Background: an optimization exercise with open tools, aiming at small area and few clock cycles. Do not read the settings as production practice.
Only simulation tests tie the RTL to the original design; equivalence was not proved.
Power figures rest on the tool's default switching activity, not on a simulated workload.

==> run a: inputs <==
==> flow/design.v <==
module mb_rtu_rx (
    input  wire       clk,
    input  wire       rst,           
    input  wire [7:0] cfg_unit_id,   
    input  wire       rx_valid,      
    input  wire [7:0] rx_byte,
    input  wire       rx_mid,        
    input  wire       rx_silence,    
    output wire       rx_ready,
    output reg        ev_valid,
    output reg  [3:0] ev_code,
    output reg        pdu_valid,
    output reg  [7:0] pdu_data,
    output reg        pdu_last,
    output reg        pdu_bcast,
    input  wire       pdu_ready
);
    localparam [3:0] EV_ACCEPT   = 4'd1;
    localparam [3:0] EV_BCAST    = 4'd2;
    localparam [3:0] EV_OTHER    = 4'd3;
    localparam [3:0] EV_TIMEOUT  = 4'd4;
    localparam [3:0] EV_SHORT    = 4'd5;
    localparam [3:0] EV_CRC      = 4'd6;
    localparam [3:0] EV_T15      = 4'd7;
    localparam [3:0] EV_OVERFLOW = 4'd8;
    localparam [1:0] S_IDLE = 2'd0;
    localparam [1:0] S_RECV = 2'd1;
    localparam [1:0] S_DISC = 2'd2;
    localparam QW = 3;               
    localparam QD = 1 << QW;
    localparam OW = 5;               
    localparam RW = 5;               
    reg  [1:0]  state;
    reg  [15:0] crc;         
    reg         ovf;         
    reg         uid_b;       
    reg         uid_m;       
    reg  [7:0]  tc;          
    reg  [8:0]  nf;          
    reg  [8:0]  fs;          
    reg  [8:0]  ws;          
    reg  [8:0]  rs;          
    reg         rfirst;      
    reg  [1:0]  nsh;         
    localparam QB = OW + 9;
    reg  [QB-1:0] qr [0:QD-1];
    reg  [QW:0]   q_wp;
    reg  [QW:0]   q_rp;
    reg           p_v;         
    reg  [OW-1:0] p_skip;
    reg           p_bc;
    wire [QW-1:0] qh = q_rp[QW-1:0];
    wire q_empty = (q_wp == q_rp);
    wire q_full  = (q_wp == {~q_rp[QW], q_rp[QW-1:0]});
    wire [QW-1:0] q_ins_d = tc[QW-1:0] + 1'b1 - q_wp[QW-1:0];
    wire q_ins = p_v && !q_full && (q_ins_d == 0) && !p_pop;
    wire p_pop;                
    wire [QW-1:0] q_hpos = tc[QW-1:0] - qh;
    wire [QB-1:0] q_head = qr[q_hpos];
    wire [OW-1:0] h_skip = q_empty ? p_skip : q_head[QB-1:9];
    wire [7:0]    h_endp = q_empty ? nf[7:0] : q_head[8:1];    
    wire          h_bc   = q_empty ? p_bc : q_head[0];
    wire          h_v    = !q_empty || p_v;
    genvar qp;
    generate
        for (qp = 0; qp < QD; qp = qp + 1) begin : g_q
            if (qp == 0) begin : g_wr
                always @(posedge clk)
                    qr[0] <= q_ins ? {p_skip, nf[7:0], p_bc} : qr[QD-1];
            end else begin : g_sh
                always @(posedge clk)
                    qr[qp] <= qr[qp - 1];
            end
        end
    endgenerate
    reg  [15:0] crc_in;
    reg  [15:0] crc_upd;
    integer     i;
    always @(*) begin
        crc_in  = (state == S_IDLE) ? 16'hFFFF : crc;
        crc_upd = crc_in ^ {8'h00, rx_byte};
        for (i = 0; i < 8; i = i + 1)
            crc_upd = crc_upd[0] ? ((crc_upd >> 1) ^ 16'hA001) : (crc_upd >> 1);
    end
    wire [7:0] tc1 = tc + 8'd1;
    wire [8:0]    cur    = rfirst ? rs + h_skip : rs;
    wire          r_al   = (cur[RW-1:0] == tc1[RW-1:0]);
    wire [7-RW:0] r_pt   = tc1[7:RW] - cur[7:RW] - 1'b1;
    wire        first   = (nsh == 2'd0);         
    wire [7:0]  ws_n    = ws[7:0] + 8'd1;
    wire        at_max  = !first && (ws_n == fs[7:0]);   
    wire [8:0]  wslot   = {ws[8:OW] + (tc1[OW-1:0] < ws[OW-1:0]), tc1[OW-1:0]};
    wire [7-OW:0] w_pt  = tc1[7:OW] - wslot[7:OW];
    wire [8:0]  room    = wslot - cur;
    wire        rd_go;
    wire        w_ok    = (first || ws[OW-1:0] == tc1[OW-1:0]) &&
                          ((q_empty && !p_v) || !room[8] || (room == 9'h100 && rd_go));
    wire append = (state == S_RECV) && !rx_mid && !at_max;
    wire crc_ok  = (crc == 16'h0000);
    wire long_ok = (nsh == 2'd3);
    wire accept  = (state == S_RECV) && long_ok && crc_ok && (uid_b || uid_m);
    assign rx_ready = rx_silence ? !(accept && p_v && !q_ins) : !(rx_valid && append && !w_ok);
    wire take_byte = rx_valid && rx_ready;
    wire take_sil  = rx_silence && !rx_valid && rx_ready;
    wire wr_en     = take_byte && append;
    wire commit  = take_sil && accept;
    reg  [7:0] ring [0:255];
    wire [7:0] tap  [0:(256>>RW)-1];
    genvar p;
    generate
        for (p = 0; p < 256; p = p + 1) begin : g_pos
            if (p % (1 << OW) == 0) begin : g_wr
                wire ins = wr_en && (w_pt == (p >> OW));
                always @(posedge clk)
                    ring[p] <= ins ? rx_byte : ring[(p + 255) % 256];
            end else begin : g_sh
                always @(posedge clk)
                    ring[p] <= ring[p - 1];
            end
            if (p % (1 << RW) == (1 << RW) - 1) begin : g_rd
                assign tap[p >> RW] = ring[p];
            end
        end
    endgenerate
    wire rd_ok = h_v && r_al;
    assign rd_go = rd_ok && (!pdu_valid || pdu_ready);
    wire [8:0] cur_n = cur + 9'd1;
    wire rd_last = (cur_n[7:0] == h_endp);
    assign p_pop = rd_go && rd_last && q_empty;
    always @(posedge clk) begin
        if (commit) begin
            p_skip <= fs[OW-1:0] - nf[OW-1:0];
            p_bc   <= uid_b;
        end
        if (rd_go) begin
            pdu_data  <= tap[r_pt];
            pdu_last  <= rd_last;
            pdu_bcast <= h_bc;
        end
    end
    always @(posedge clk) begin
        if (rst) begin
            state     <= S_IDLE;
            crc       <= 16'hFFFF;
            ovf       <= 1'b0;
            uid_b     <= 1'b0;
            uid_m     <= 1'b0;
            tc        <= 8'd0;
            nf        <= 9'd0;
            fs        <= 9'd0;
            nsh       <= 2'd0;
            ws        <= 9'd0;
            rs        <= 9'd0;
            rfirst    <= 1'b1;
            q_wp      <= {(QW+1){1'b0}};
            q_rp      <= {(QW+1){1'b0}};
            p_v       <= 1'b0;
            ev_valid  <= 1'b0;
            ev_code   <= 4'd0;
            pdu_valid <= 1'b0;
        end else begin
            ev_valid <= 1'b0;
            tc       <= tc + 8'd1;
            if (rd_go) begin
                pdu_valid <= 1'b1;
                rs        <= cur_n;
                rfirst    <= rd_last;
                if (rd_last && !q_empty)
                    q_rp <= q_rp + 1'b1;
            end else if (pdu_ready) begin
                pdu_valid <= 1'b0;
            end
            if (q_ins) begin
                q_wp <= q_wp + 1'b1;
                p_v  <= 1'b0;
            end
            if (p_pop)
                p_v <= 1'b0;
            if (commit)
                p_v <= 1'b1;
            case (state)
                S_IDLE: begin
                    if (take_byte) begin
                        crc   <= crc_upd;
                        uid_b <= (rx_byte == 8'h00);
                        uid_m <= (rx_byte == cfg_unit_id);
                        fs    <= nf;
                        ws    <= nf;
                        nsh   <= 2'd0;
                        state <= S_RECV;
                    end else if (take_sil) begin
                        ev_valid <= 1'b1;
                        ev_code  <= EV_TIMEOUT;
                    end
                end
                S_RECV: begin
                    if (take_byte) begin
                        if (rx_mid) begin
                            ovf   <= 1'b0;
                            state <= S_DISC;
                        end else if (at_max) begin
                            ovf   <= 1'b1;
                            state <= S_DISC;
                        end else begin
                            if (first)
                                fs <= wslot;
                            if (nsh != 2'd3)
                                nsh <= nsh + 2'd1;
                            ws  <= wslot + 9'd1;
                            crc <= crc_upd;
                        end
                    end else if (take_sil) begin
                        ev_valid <= 1'b1;
                        state    <= S_IDLE;
                        if (commit)
                            nf <= ws - 9'd2;
                        if (!long_ok)
                            ev_code <= EV_SHORT;
                        else if (!crc_ok)
                            ev_code <= EV_CRC;
                        else if (uid_b)
                            ev_code <= EV_BCAST;
                        else if (uid_m)
                            ev_code <= EV_ACCEPT;
                        else
                            ev_code <= EV_OTHER;
                    end
                end
                default: begin
                    if (take_sil) begin
                        ev_valid <= 1'b1;
                        ev_code  <= ovf ? EV_OVERFLOW : EV_T15;
                        state    <= S_IDLE;
                    end
                end
            endcase
        end
    end
endmodule
==> flow/run.sh <==
#!/bin/bash
# synth_recipe.tcl (not shown) runs the flow's synth.tcl, then flattens the netlist and writes it again
# the make line also repeats each setting of config.mk as NAME=value (left out here)
make -C /OpenROAD-flow-scripts/flow DESIGN_CONFIG=/design/flow/config.mk WORK_HOME=/design/flow/orfs CLKGATE_MAP_FILE= SYNTH_SCRIPT=/design/flow/synth_recipe.tcl finish
==> flow/config.mk <==
export PLATFORM = sky130hd
export DESIGN_NAME = mb_rtu_rx
export DESIGN_NICKNAME = mb_rtu_rx
export VERILOG_FILES = /design/flow/design.v
export SDC_FILE = /design/flow/constraint.sdc
export NUM_CORES = 4
export LEC_CHECK = 0
export ABC_AREA = 1
export CAP_MARGIN = 20
export CORE_MARGIN = 2
export CORE_UTILIZATION = 40
export CTS_CLUSTER_DIAMETER = 100
export CTS_CLUSTER_SIZE = 30
export SLEW_MARGIN = 20
export SYNTH_MEMORY_MAX_BITS = 4096
==> flow/constraint.sdc <==
create_clock -name core_clock -period 10.0 [get_ports {clk}]
set_input_delay 2.0000 -clock core_clock [delete_from_list [all_inputs] [get_ports {clk}]]
set_output_delay 2.0000 -clock core_clock [all_outputs]
set_load 0.01 [all_outputs]
==> run b: changes against run a <==
--- a/flow/design.v
+++ b/flow/design.v
@@ -30,4 +30,6 @@
     localparam QD = 1 << QW;
-    localparam OW = 5;               
-    localparam RW = 5;               
+    localparam OW = 4;               
+    localparam RM = 1 << OW;         
+    localparam KW = 8 - OW;          
+    localparam RK = 1 << KW;         
     reg  [1:0]  state;
@@ -43,3 +45,2 @@
     reg         rfirst;      
-    reg  [1:0]  nsh;         
     localparam QB = OW + 9;
@@ -55,10 +56,8 @@
     wire [QW-1:0] q_ins_d = tc[QW-1:0] + 1'b1 - q_wp[QW-1:0];
-    wire q_ins = p_v && !q_full && (q_ins_d == 0) && !p_pop;
-    wire p_pop;                
+    wire q_ins = p_v && !q_full && (q_ins_d == 0);
     wire [QW-1:0] q_hpos = tc[QW-1:0] - qh;
     wire [QB-1:0] q_head = qr[q_hpos];
-    wire [OW-1:0] h_skip = q_empty ? p_skip : q_head[QB-1:9];
-    wire [7:0]    h_endp = q_empty ? nf[7:0] : q_head[8:1];    
-    wire          h_bc   = q_empty ? p_bc : q_head[0];
-    wire          h_v    = !q_empty || p_v;
+    wire [OW-1:0] h_skip = q_head[QB-1:9];
+    wire [7:0]    h_end  = q_head[8:1];
+    wire          h_bc   = q_head[0];
     genvar qp;
@@ -68,3 +67,3 @@
                 always @(posedge clk)
-                    qr[0] <= q_ins ? {p_skip, nf[7:0], p_bc} : qr[QD-1];
+                    qr[0] <= q_ins ? {p_skip, nf[7:0] - 8'd1, p_bc} : qr[QD-1];
             end else begin : g_sh
@@ -84,14 +83,12 @@
     end
-    wire [7:0] tc1 = tc + 8'd1;
-    wire [8:0]    cur    = rfirst ? rs + h_skip : rs;
-    wire          r_al   = (cur[RW-1:0] == tc1[RW-1:0]);
-    wire [7-RW:0] r_pt   = tc1[7:RW] - cur[7:RW] - 1'b1;
-    wire        first   = (nsh == 2'd0);         
-    wire [7:0]  ws_n    = ws[7:0] + 8'd1;
-    wire        at_max  = !first && (ws_n == fs[7:0]);   
-    wire [8:0]  wslot   = {ws[8:OW] + (tc1[OW-1:0] < ws[OW-1:0]), tc1[OW-1:0]};
-    wire [7-OW:0] w_pt  = tc1[7:OW] - wslot[7:OW];
-    wire [8:0]  room    = wslot - cur;
+    wire [8:0] cur   = rfirst ? rs + h_skip : rs;
+    wire [7:0] rdist = tc - cur[7:0];            
+    wire [8:0]  nstored = ws - fs;               
+    wire        at_max  = (nstored[7:0] == 8'd255);
+    wire [OW-1:0] skip  = tc[OW-1:0] + 1'b1 - nf[OW-1:0];
+    wire [8:0]  wslot   = (nstored[7:0] == 8'd0) ? nf + skip : ws;
+    wire [7:0]  wdist   = tc + 8'd1 - wslot[7:0];
+    wire [8:0]  room    = wslot - (q_empty ? rs : cur);
     wire        rd_go;
-    wire        w_ok    = (first || ws[OW-1:0] == tc1[OW-1:0]) &&
+    wire        w_ok    = (wdist[OW-1:0] == 0) &&
                           ((q_empty && !p_v) || !room[8] || (room == 9'h100 && rd_go));
@@ -99,3 +96,3 @@
     wire crc_ok  = (crc == 16'h0000);
-    wire long_ok = (nsh == 2'd3);
+    wire long_ok = (nstored[7:0] >= 8'd3);
     wire accept  = (state == S_RECV) && long_ok && crc_ok && (uid_b || uid_m);
@@ -106,25 +103,17 @@
     wire commit  = take_sil && accept;
-    reg  [7:0] ring [0:255];
-    wire [7:0] tap  [0:(256>>RW)-1];
-    genvar p;
+    reg  [8*RM-1:0] seg [0:RK-1];
+    wire [7:0]      tap [0:RK-1];
+    genvar k;
     generate
-        for (p = 0; p < 256; p = p + 1) begin : g_pos
-            if (p % (1 << OW) == 0) begin : g_wr
-                wire ins = wr_en && (w_pt == (p >> OW));
-                always @(posedge clk)
-                    ring[p] <= ins ? rx_byte : ring[(p + 255) % 256];
-            end else begin : g_sh
-                always @(posedge clk)
-                    ring[p] <= ring[p - 1];
-            end
-            if (p % (1 << RW) == (1 << RW) - 1) begin : g_rd
-                assign tap[p >> RW] = ring[p];
-            end
+        for (k = 0; k < RK; k = k + 1) begin : g_seg
+            wire [7:0] prev = seg[(k + RK - 1) % RK][8*RM-1 -: 8];
+            wire       ins  = wr_en && (wdist[7:OW] == k);
+            assign tap[k] = seg[k][8*RM-1 -: 8];
+            always @(posedge clk)
+                seg[k] <= {seg[k][8*RM-9:0], ins ? rx_byte : prev};
         end
     endgenerate
-    wire rd_ok = h_v && r_al;
+    wire rd_ok = !q_empty && (rdist[OW-1:0] == RM - 1);
     assign rd_go = rd_ok && (!pdu_valid || pdu_ready);
-    wire [8:0] cur_n = cur + 9'd1;
-    wire rd_last = (cur_n[7:0] == h_endp);
-    assign p_pop = rd_go && rd_last && q_empty;
+    wire rd_last = (cur[7:0] == h_end);
     always @(posedge clk) begin
@@ -135,3 +124,3 @@
         if (rd_go) begin
-            pdu_data  <= tap[r_pt];
+            pdu_data  <= tap[rdist[7:OW]];
             pdu_last  <= rd_last;
@@ -150,3 +139,2 @@
             fs        <= 9'd0;
-            nsh       <= 2'd0;
             ws        <= 9'd0;
@@ -165,5 +153,5 @@
                 pdu_valid <= 1'b1;
-                rs        <= cur_n;
+                rs        <= cur + 9'd1;
                 rfirst    <= rd_last;
-                if (rd_last && !q_empty)
+                if (rd_last)
                     q_rp <= q_rp + 1'b1;
@@ -176,4 +164,2 @@
             end
-            if (p_pop)
-                p_v <= 1'b0;
             if (commit)
@@ -188,3 +174,2 @@
                         ws    <= nf;
-                        nsh   <= 2'd0;
                         state <= S_RECV;
@@ -204,6 +189,4 @@
                         end else begin
-                            if (first)
+                            if (nstored[7:0] == 8'd0)
                                 fs <= wslot;
-                            if (nsh != 2'd3)
-                                nsh <= nsh + 2'd1;
                             ws  <= wslot + 9'd1;
--- a/flow/config.mk
+++ b/flow/config.mk
@@ -12,3 +12,3 @@
 export CTS_CLUSTER_DIAMETER = 100
-export CTS_CLUSTER_SIZE = 30
+export CTS_CLUSTER_SIZE = 25
 export SLEW_MARGIN = 20
==> comparison table <==
	run b	run a
Leakage	23.5 nW	22.8 nW
Buffers plus inverters on the worst setup path	6	3
Final #Nets	4,068	3,757
Insertion delay of the later-clocked pin in the worst-skew pair	0.72 ns	0.70 ns
Initial detailed-routing violation count	1,891	1,625
Setup slack, reg-to-reg	2.14 ns	2.68 ns
Clock network share of area	0.0469	0.0429
Via count	24.6k	22.5k
Crit path time final	9.20 ns	9.37 ns
Footprint of the flip-flops and latches	45,100 µm²	45,400 µm²
Average cell area after synthesis	13.8 µm²	14.5 µm²
Total nets after synthesis	3,970	3,673
Non-clock inverter count	192	186
Arrival time worst endpoint	7.20 ns	7.37 ns
Power in the clock group	0.00444 W	0.00416 W
Net switching share of the total power	0.216	0.203
Number of instances in the placed design	5,647	5,344
Met3 Usage GRT	0.0203	0.0232
Run status	no timing/DRC/antenna violations	no timing/DRC/antenna violations
Post-route core utilization	0.442	0.441
Testbench counts of run a, summed over its fixed seeds: cycles 30,259.
Testbench counts of run b, summed over its fixed seeds: cycles 30,463.

## afterwards: timing with drivers on the ports
No port has a modelled driver above. Below, the same layouts with a new extraction and two added sets of constraints. Step 1: set_driving_cell puts a clkbuf_16 on clk and a buf_2 on each other input, an assumption about the parent block. Step 2, shift: input delay + t, output delay - t, t = (earliest + latest rising clock arrival at the registers) / 2. This alone moves slack from input paths to output paths. a / b / c = ideal ports / drivers / drivers and shift; a / b = the first two.
run | shift t [ns] | setup slack, ns | worst setup path at the end | pins driven straight from the clock port
run a | 0.746 | 0.634 / 0.569 / 1.315 | register to output | 1
run b | 0.764 | 0.800 / 0.737 / 1.502 | register to output | 1
After both steps every run listed still meets setup and hold.
